This design comes from an exercise in tuning for small area, a short achievable clock period and few clock cycles per item on the open sky130 flow, not from production work. Only simulation tests tie the RTL to the original design; equivalence was not proved. Power and IR drop assume default switching activity.

== 03-26 ==
==> flow/design.v (excerpt) <==
module casio_core (
    input  wire        clk,
    input  wire        rst,             
    input  wire        cmd_valid,
    output wire        cmd_ready,
    input  wire [31:0] cmd,
    input  wire [1:0]  core_elevel,     
    input  wire        core_mie,        
    output reg         rsp_valid,
    output reg         rsp_exc,         
    output reg  [1:0]  rsp_exc_level,
    output reg  [6:0]  rsp_exc_index,
    output reg         rsp_diag,        
    output reg         rsp_step,        
    output reg         rsp_busmiss,     
    output reg  [7:0]  rsp_rdata,       
    output reg  [4:0]  rsp_ticks,       
    output reg  [7:0]  rsp_hsedge,
    output reg  [7:0]  rsp_lsedge,
    output wire [7:0]  rsp_hsout,       
    output wire [7:0]  rsp_lsout,       
    output wire [1:0]  rsp_runmode,     
    output wire [2:0]  rsp_fatal        
);
Size: roughly 2300 cells after synthesis, roughly 100 I/O pins, about 19000 um^2 of cells after synthesis.
clock: 42.0 ns
lec_check: 0
cap_margin: 20
core_margin: 2
core_utilization: 40
place_density: 0.6
slew_margin: 20
standard.sh (not shown) runs the stock make flow with config.mk's settings and CLKGATE_MAP_FILE= SYNTH_SCRIPT=/design/flow/synth_recipe.tcl, a recipe that flattens the netlist after the stock synthesis.
==> flow/flow/run.sh <==
#!/bin/bash
set -euo pipefail
here=$(pwd)
export REF_SYNTH_TCL="$here/synth_recipe.tcl"
export OWN_ABC_SCRIPT="$here/flow/area.abc"
export BUFFER_PORTS_ARGS="-buffer_cell sky130_fd_sc_hd__buf_2"
export CTS_ARGS="-sink_clustering_enable -repair_clock_nets -dont_use_dummy_load -sink_clustering_size 20 -sink_clustering_max_diameter 100"
sed "s#SYNTH_SCRIPT=[^ ]*#SYNTH_SCRIPT=$here/flow/synth.tcl#" standard.sh > own_standard.sh
grep -q "SYNTH_SCRIPT=$here/flow/synth.tcl" own_standard.sh
bash own_standard.sh > standard_flow.log 2>&1
==> flow/flow/area.abc <==
strash
balance -l
resub -K 6 -l
rewrite -l
resub -K 6 -N 2 -l
refactor -l
resub -K 8 -l
balance -l
resub -K 8 -N 2 -l
rewrite -l
resub -K 10 -l
rewrite -z -l
resub -K 10 -N 2 -l
balance -l
resub -K 12 -l
refactor -z -l
resub -K 12 -N 2 -l
rewrite -z -l
balance -l
&get -n
&st
&deepsyn -T 60
&dch -f
&nf -R 1000
&put
topo
==> flow/flow/synth.tcl <==
source $::env(REF_SYNTH_TCL)

set net $::env(RESULTS_DIR)/1_2_yosys.v
file copy -force $net $::env(RESULTS_DIR)/1_2_yosys_ref.v
design -reset
foreach lib $::env(LIB_FILES) { yosys read_liberty -ignore_miss_func $lib }
foreach c [list dfxtp_1 edfxtp_1 dfrtp_1 dfstp_1 dfxbp_1 dfrtn_1 conb_1] {
  catch { yosys blackbox sky130_fd_sc_hd__$c }
}
yosys read_verilog $::env(RESULTS_DIR)/1_2_yosys_ref.v
yosys hierarchy -top $::env(DESIGN_NAME)
yosys flatten
yosys opt_clean
yosys opt -fast
set i [lsearch -exact $abc_args -script]
lset abc_args [expr { $i + 1 }] $::env(OWN_ABC_SCRIPT)
yosys abc {*}$abc_args
yosys setundef -zero
yosys splitnets
yosys opt_clean -purge
yosys hilomap -singleton -hicell {*}$::env(TIEHI_CELL_AND_PORT) -locell {*}$::env(TIELO_CELL_AND_PORT)
yosys insbuf -buf {*}$::env(MIN_BUF_CELL_AND_PORTS)
yosys tee -o $::env(REPORTS_DIR)/synth_stat_remap.txt stat {*}$lib_args
yosys write_verilog -noattr -nohex -nodec $net
Testbench counts of 03-26, summed over its fixed seeds: cycles 32,418, items 32,000.
> inputs changed (03-26 -> 05-16)
--- a/flow/design.v
+++ b/flow/design.v
@@ -3,22 +3,21 @@
     parameter S1 = 6, parameter S2 = 10, parameter S3 = 14
 ) (
     input  wire        clk,
     input  wire        rst,
     input  wire        start,
     input  wire [15:0] adj_new,
     input  wire [15:0] adj,
     output wire        busy,
     output wire        busy_n,           
     output wire [19:0] t_mag,            
-    output wire [1:0]  cls_n,            
-    output wire [1:0]  cls_q             
+    output wire [1:0]  cls_n             
 );
     localparam [4:0] C0 = (20 + STEPS - 1) / STEPS;
     localparam [4:0] C1 = (20 - S1 + STEPS - 1) / STEPS;
     localparam [4:0] C2 = (20 - S2 + STEPS - 1) / STEPS;
     localparam [4:0] C3 = (20 - S3 + STEPS - 1) / STEPS;
     reg [19:0] nq;
     reg [14:0] rem;
     reg [4:0]  cnt;
     reg [1:0]  cls;
     wire        neg = adj[15];
@@ -37,21 +36,20 @@
             nq_s = {nq_s[18:0], ~dif[16]};
             rem_s = dif[16] ? sh[14:0] : dif[14:0];
         end
     end
     wire [19:0] num = {~adj_new[15], {6{adj_new[15]}}, adj_new[14:2]};
     wire [15:0] mg  = adj_new ^ {16{adj_new[15]}};     
     wire ge3 = mg[14:S3] != 0;
     wire ge2 = mg[14:S2] != 0;
     wire ge1 = mg[14:S1] != 0;
     assign cls_n  = start ? (ge3 ? 2'd3 : ge2 ? 2'd2 : ge1 ? 2'd1 : 2'd0) : cls;
-    assign cls_q  = cls;
     assign busy   = (cnt != 5'd0);
     assign busy_n = start | (cnt > 5'd1);
     assign t_mag  = nq;
     always @(posedge clk) begin
         if (rst) begin
             cnt <= 5'd0;
         end else if (start) begin
             cnt <= ge3 ? C3 : ge2 ? C2 : ge1 ? C1 : C0;
         end else if (busy) begin
             cnt <= cnt - 5'd1;
@@ -213,24 +211,24 @@
     reg [1:0]   el1_q;
     reg         mie1_q;
     reg  rdy_q;
     assign cmd_ready = rdy_q;
     wire stall = pre_q & x_q;
     wire ex    = v1_q & ~stall;         
     wire        adj_wr;
     reg  [15:0] adj_n;
     wire        dv_busy, dv_busy_n;
     wire [19:0] t_mag;
-    wire [1:0]  dv_cls_n, dv_cls;
+    wire [1:0]  dv_cls_n;
     casio_tdiv u_tdiv (
         .clk(clk), .rst(rst_q), .start(adj_wr), .adj_new(adj_n), .adj(adj_q),
-        .busy(dv_busy), .busy_n(dv_busy_n), .t_mag(t_mag), .cls_n(dv_cls_n), .cls_q(dv_cls)
+        .busy(dv_busy), .busy_n(dv_busy_n), .t_mag(t_mag), .cls_n(dv_cls_n)
     );
     wire t_zero = (adj_q == 16'd0);
     wire t_neg  = adj_q[15];
     wire        arb_valid;
     wire [6:0]  arb_sel;
     wire [1:0]  arb_level;
     casio_arbiter u_arb (
         .act(act_q), .elevel(el1_q), .mie(mie1_q), .miblk(miblk_q),
         .sel_valid(arb_valid), .sel(arb_sel), .level(arb_level)
     );
@@ -414,21 +412,21 @@
                     hssub_n = hssub_q + 7'd1;
                     if (hssub_q == 7'd127) begin
                         hsout_n = hsout_q + 8'd1;
                         hsedge  = hsout_q & ~hsout_n;
                     end
                 end
             end
             if (osccfg_q[3]) begin
                 if (t_zero) begin
                     lstc_n = 19'd0;
-                end else if (dv_busy ? sure_q : lstc_i >= t_mag) begin
+                end else if (!dv_busy && lstc_i >= t_mag) begin
                     lscorr_n = t_neg ? 2'b01 : 2'b11;
                     lstc_n   = 19'd0;
                 end else begin
                     lstc_n = lstc_i[18:0];
                 end
                 lscnt_n = lscnt_q + 3'd1;
                 if (lscnt_q == 3'd3 + {lslen_q[1], lslen_q}) begin
                     tickls   = 1'b1;
                     lscnt_n  = 3'd0;
                     lslen_n  = lscorr_n;
@@ -481,38 +479,29 @@
             16'hF012: rdata = {2'd0, ie_q[21:16]};
             16'hF014: rdata = irq_q[7:0];
             16'hF015: rdata = irq_q[15:8];
             16'hF016: rdata = {2'd0, irq_q[21:16]};
             16'hF028: rdata = blkcon_q;
             default:  rdata = 8'd0;
             endcase
         end
     end
     wire [2:0] fatal_n = ec ? fcode : (en && bad_q) ? 3'd4 : fatal_q;
-    reg near, sure_n;
+    reg near;
     always @*
         case (dv_cls_n)
-        2'd3:    begin near = lstc_n >= 19'd14;   sure_n = lstc_n >= 19'd31;     end
-        2'd2:    begin near = lstc_n >= 19'd30;   sure_n = lstc_n >= 19'd511;    end
-        2'd1:    begin near = lstc_n >= 19'd510;  sure_n = lstc_n >= 19'd8191;   end
-        default: begin near = lstc_n >= 19'd8190; sure_n = lstc_n >= 19'd524287; end
+        2'd3:    near = lstc_q >= 19'd13;
+        2'd2:    near = lstc_q[18:4] != 15'd0;
+        2'd1:    near = lstc_q[18:8] != 11'd0;
+        default: near = lstc_q[18:12] != 7'd0;
         endcase
-    reg sure_q;
-    always @*
-        case (dv_cls)
-        2'd3:    sure_q = lstc_q >= 19'd31;
-        2'd2:    sure_q = lstc_q >= 19'd511;
-        2'd1:    sure_q = lstc_q >= 19'd8191;
-        default: sure_q = lstc_q >= 19'd524287;
-        endcase
-    wire pre_n  = dv_busy_n && (osccfg_q[3] || (o_wr && a_osc)) && (!t_zero || adj_wr) &&
-                  near && !sure_n;
+    wire pre_n  = dv_busy_n && (osccfg_q[3] || (o_wr && a_osc)) && (!t_zero || adj_wr) && near;
     wire x_n   = stall ? x_q : (cmd_valid && cmd[31:24] == 8'h01);
     wire bad_n = stall ? bad_q : (cmd[23:0] != 24'd0);
     always @(posedge clk) begin
         rst_q <= rst;
         if (rst_q) begin
             act_q      <= 128'd1;
             ie_q       <= {W{1'b0}};
             irq_q      <= {W{1'b0}};
             len_q      <= {N{1'b0}};
             miblk_q    <= 1'b0;
Taking 03-26 as the reference, in 05-16 total standard cell area after synthesis went down by about 2%; final setup violation count about even; depth of the worst register-to-register path now sits higher; proportion of cell area occupied by multi-input gates shows a reduction of 0.84 points.
The final reports for 05-16 and 03-26 show number of buffers created by CTS lower in the former.
[05-16] register fraction of the total cell area rose 0.69 points relative to 03-26
The lower area growth from synthesis to layout of 05-16 and 03-26 is in 03-26.
Compared with 03-26, 05-16 shows wire length of the first global-routing pass that has gone down by a few percent.
Higher count of non-CTS buffers in the layout was reported by 05-16, not 03-26.
Total power after layout, 05-16 and 03-26: larger value in 03-26
Testbench counts of 05-16, summed over its fixed seeds: cycles 32,648, items 32,000.

==> port drivers added, routing unchanged <==
The results above use ideal ports. As a check the final layouts listed here were re-extracted and re-timed, cells and wires unchanged. Step 1 assumes that a clkbuf_16 drives the clock port and a buf_2 every other input. Step 2 moves the port delays by t, midway between the first and last clock arrival at a register: inputs arrive t later, outputs are due t later. That takes back most of the time a late clock gives input paths. Slacks: ideal ports / drivers / drivers and shift; pairs: ideal ports / drivers.
run	t (ns)	setup WS [ns]	latest minus earliest clock arrival (ns)
03-26	0.622	32.402 / 32.335 / 32.521	0.118 / 0.119
05-16	0.624	32.463 / 32.405 / 32.495	0.029 / 0.030
After both steps every run listed still meets setup and hold.
